Context: an optimization exercise on an open-source flow, tuned for small area. The choices shown serve that exercise and are no tape-out recipe.
In this exercise RTL edits were held to simulation tests only and were not proved equivalent to the original.
Power figures rest on the tool's default switching activity, not on a simulated workload.

==> flow/design.v (excerpt) <==
module crc_frame_validator (
    input  wire        clk,
    input  wire        rst,         
    input  wire [7:0]  my_addr,     
    input  wire        reg_valid,   
    input  wire [7:0]  reg_id,
    input  wire [1:0]  reg_sel,
    input  wire        start,       
    input  wire        rx_valid,    
    input  wire [7:0]  rx_data,
    input  wire        rx_timeout,  
    output wire        tx_valid,
    output wire [7:0]  tx_data,
    input  wire        tx_ready,
    input  wire        cs_valid,    
    input  wire [31:0] cs_enc,
    input  wire        cs_limit,
    output wire [2:0]  ctl_state,
    output wire [1:0]  boot_err,
    output wire        outcome,
    output wire        rx_res_valid,
    output wire [1:0]  rx_result,
    output wire [47:0] rx_frame,
    output wire [31:0] goal
);
For scale: roughly 730 flip-flops, about 170 I/O pins.
clock: 12.0 ns
lec_check: 0
cap_margin: 15
core_margin: 2
core_utilization: 60
cts_buf_list: sky130_fd_sc_hd__clkbuf_8
cts_cluster_diameter: 60
cts_cluster_size: 14
place_density: 0.75
slew_margin: 15
run.sh (not shown) runs the stock make flow with config.mk's settings and CLKGATE_MAP_FILE= SYNTH_SCRIPT=/design/flow/synth_recipe.tcl, a recipe that flattens the netlist after the stock synthesis.
==> next run, changes <==
Settings changed: CAP_MARGIN 15 to 0, CTS_CLUSTER_DIAMETER 60 to not set, CTS_CLUSTER_SIZE 14 to 40, SLEW_MARGIN 15 to 0.
Now the flow finished but failed the layout checks on capacitance limit. Clock-buffer cell count came out higher by 58. Synthesized area is unchanged. Critical path depth came out lower by 2.
==> next run, changes <==
==> flow/flow/run.sh (new file) <==
#!/bin/bash
# The standard layout (bash standard.sh, which runs the standard flow's own synthesis
# unchanged), with two options changed:
#  - port buffers are the smallest buffer cell (buf_1) instead of
#    clkdlybuf4s50_1;
#  - the clock tree uses clkbuf_8 in sink clusters of up to 18 and no
#    dummy loads.
# make's full output goes to flow.log; each ORFS step logs under orfs/logs/.
set -euo pipefail
export BUFFER_PORTS_ARGS="-buffer_cell sky130_fd_sc_hd__buf_1"
export CTS_ARGS="-sink_clustering_enable -repair_clock_nets -buf_list sky130_fd_sc_hd__clkbuf_8 -sink_clustering_size 18 -sink_clustering_max_diameter 60 -dont_use_dummy_load"
bash standard.sh > flow.log 2>&1
==> flow/standard.sh (new file) <==
#!/bin/bash
# synth_recipe.tcl (not shown) runs the flow's synth.tcl, then flattens the netlist and writes it again
# the make line also repeats each setting of config.mk as NAME=value (left out here)
make -C /OpenROAD-flow-scripts/flow DESIGN_CONFIG=/design/flow/config.mk WORK_HOME=/design/flow/orfs CLKGATE_MAP_FILE= SYNTH_SCRIPT=/design/flow/synth_recipe.tcl "${@:-finish}"
Settings changed: CAP_MARGIN 0 to 15, CTS_BUF_LIST sky130_fd_sc_hd__clkbuf_8 to not set, CTS_CLUSTER_SIZE 40 to not set, SLEW_MARGIN 0 to 15.
removed: flow/run.sh
=>
- Now the flow passed the timing, design-rule and antenna checks
- global-route usage fell by 0.33 points
- clock skew rose by 48 ps
- cell area fell by 7.0%
- via count fell by 2.1%
- worst setup slack improved by 480 ps
- count of clock-buffer cells in the layout fell by 70
- worst hold slack improved by 8.3 ps
- register-to-register slack improved by 220 ps
- fmax rose by 5.4%
- routed wire length fell by 0.67%
- die area does not change
==> next run, changes <==
==> flow/run.sh (new file) <==
#!/bin/bash
# synth_recipe.tcl (not shown) runs the flow's synth.tcl, then flattens the netlist and writes it again
# the make line also repeats each setting of config.mk as NAME=value (left out here)
make -C /OpenROAD-flow-scripts/flow DESIGN_CONFIG=/design/flow/config.mk WORK_HOME=/design/flow/orfs CLKGATE_MAP_FILE= SYNTH_SCRIPT=/design/flow/synth_recipe.tcl finish
Settings changed: CAP_MARGIN 15 to 0, CTS_BUF_LIST set to sky130_fd_sc_hd__clkbuf_8, CTS_CLUSTER_DIAMETER set to 60, CTS_CLUSTER_SIZE set to 16, SLEW_MARGIN 15 to 0.
removed: flow/flow/run.sh
removed: flow/standard.sh
What happened: The new run completed and failed the layout checks on capacitance limit; setup slack got worse by 300 ps; count of clock-buffer cells in the layout climbs by 7; core utilization climbs by 2.5 points; flip-flop and latch count stays the same; clock skew drops by 49 ps; combinational power climbs by 3.3%; hold slack barely changes; design area climbs by 3.8%; sequential share of layout area drops by 2.4 points; global-route usage drops by 0.48 points; synthesized area does not change.
==> next run, changes <==
==> flow/flow/run.sh (new file) <==
#!/bin/bash
# The standard layout (bash standard.sh, which runs the standard flow's own synthesis
# unchanged), with two options changed:
#  - port buffers are the smallest buffer cell (buf_1) instead of
#    clkdlybuf4s50_1;
#  - the clock tree uses clkbuf_8 in sink clusters of up to 18 and no
#    dummy loads.
# make's full output goes to flow.log; each ORFS step logs under orfs/logs/.
set -euo pipefail
export BUFFER_PORTS_ARGS="-buffer_cell sky130_fd_sc_hd__buf_1"
export CTS_ARGS="-sink_clustering_enable -repair_clock_nets -buf_list sky130_fd_sc_hd__clkbuf_8 -sink_clustering_size 18 -sink_clustering_max_diameter 60 -dont_use_dummy_load"
bash standard.sh > flow.log 2>&1
==> flow/standard.sh (new file) <==
#!/bin/bash
# synth_recipe.tcl (not shown) runs the flow's synth.tcl, then flattens the netlist and writes it again
# the make line also repeats each setting of config.mk as NAME=value (left out here)
make -C /OpenROAD-flow-scripts/flow DESIGN_CONFIG=/design/flow/config.mk WORK_HOME=/design/flow/orfs CLKGATE_MAP_FILE= SYNTH_SCRIPT=/design/flow/synth_recipe.tcl "${@:-finish}"
Settings changed: CAP_MARGIN 0 to 10, CTS_BUF_LIST sky130_fd_sc_hd__clkbuf_8 to not set, CTS_CLUSTER_DIAMETER 60 to not set, CTS_CLUSTER_SIZE 16 to not set, SLEW_MARGIN 0 to 10.
removed: flow/run.sh
Outcome:
- This time the run completed with no timing, DRC or antenna violations
- hold slack is about the same
- total power falls by 3.8%
- cell area goes down by 3.7%
- register-to-register slack gains 50 ps
- combinational power shrinks by about 3%
- global-route usage goes up by 0.53 points
- setup slack improves by 250 ps
- clock-buffer cell count came out lower by 7
- first-iteration DRC count drops by 3.1%
- area after synthesis does not change
- cell count goes down by 1.2%
==> next run, changes <==
==> flow/flow/run.sh (replaced) <==
#!/bin/bash
# The standard layout (bash standard.sh, which runs the standard flow's own synthesis
# unchanged), with three options changed:
#  - port buffers are the smallest buffer cell (buf_1) instead of
#    clkdlybuf4s50_1;
#  - the clock tree uses clkbuf_8 in sink clusters of up to 14 and no
#    dummy loads;
#  - after global routing, gates on paths with slack are downsized
#    (ORFS's power recovery, RECOVER_POWER) to recover area.
# make's full output goes to flow.log; each ORFS step logs under orfs/logs/.
set -euo pipefail
export BUFFER_PORTS_ARGS="-buffer_cell sky130_fd_sc_hd__buf_1"
export CTS_ARGS="-sink_clustering_enable -repair_clock_nets -buf_list sky130_fd_sc_hd__clkbuf_8 -sink_clustering_size 14 -sink_clustering_max_diameter 60 -dont_use_dummy_load"
export RECOVER_POWER=100
bash standard.sh > flow.log 2>&1
Settings changed: CAP_MARGIN 10 to 15, SLEW_MARGIN 10 to 15.
The changed run produced a layout that fails on capacitance limit, slew limit.
Non-clock buffer count goes up by 1.
Sequential power barely changes.
Combinational power goes down by about 1%.
Via count stays flat.
Routed wire length went up by 0.42%.
Power came out higher by 1.8%.

static timing again, ports no longer ideal:
How much do the figures lean on ideal ports? The routed layouts below were timed once more, with nothing changed but the port constraints. Step 1: set_driving_cell puts a clkbuf_16 on clk and a buf_2 on each other input, an assumption about the parent block. Step 2, shift: input delay + t, output delay - t, t = (earliest + latest rising clock arrival at the registers) / 2. This alone moves slack from input paths to output paths. Slacks: ideal ports / drivers / drivers and shift; pairs: ideal ports / drivers.
run	shift t [ns]	slack for setup (ns)	hold slack, ns	latest minus earliest clock arrival (ns)
the first run	0.821	2.885 / 2.895 / 2.075	0.495 / 0.495 / 0.495	0.031 / 0.031
the second run	0.782	2.550 / 2.572 / 1.791	0.482 / 0.482 / 0.482	0.041 / 0.041
the third run	0.740	3.033 / 3.027 / 2.287	0.490 / 0.490 / 0.490	0.089 / 0.089
the fourth run	0.791	2.737 / 2.766 / 1.975	0.492 / 0.492 / 0.492	0.041 / 0.040
the fifth run	0.722	2.991 / 2.981 / 2.260	0.492 / 0.492 / 0.492	0.116 / 0.115
the sixth run	0.760	1.278 / 1.278 / 0.584	0.490 / 0.490 / 0.490	0.101 / 0.101
The setup slack of the first run, which loses most, moves by +0.010 ns with the drivers and by -0.810 ns with both steps.
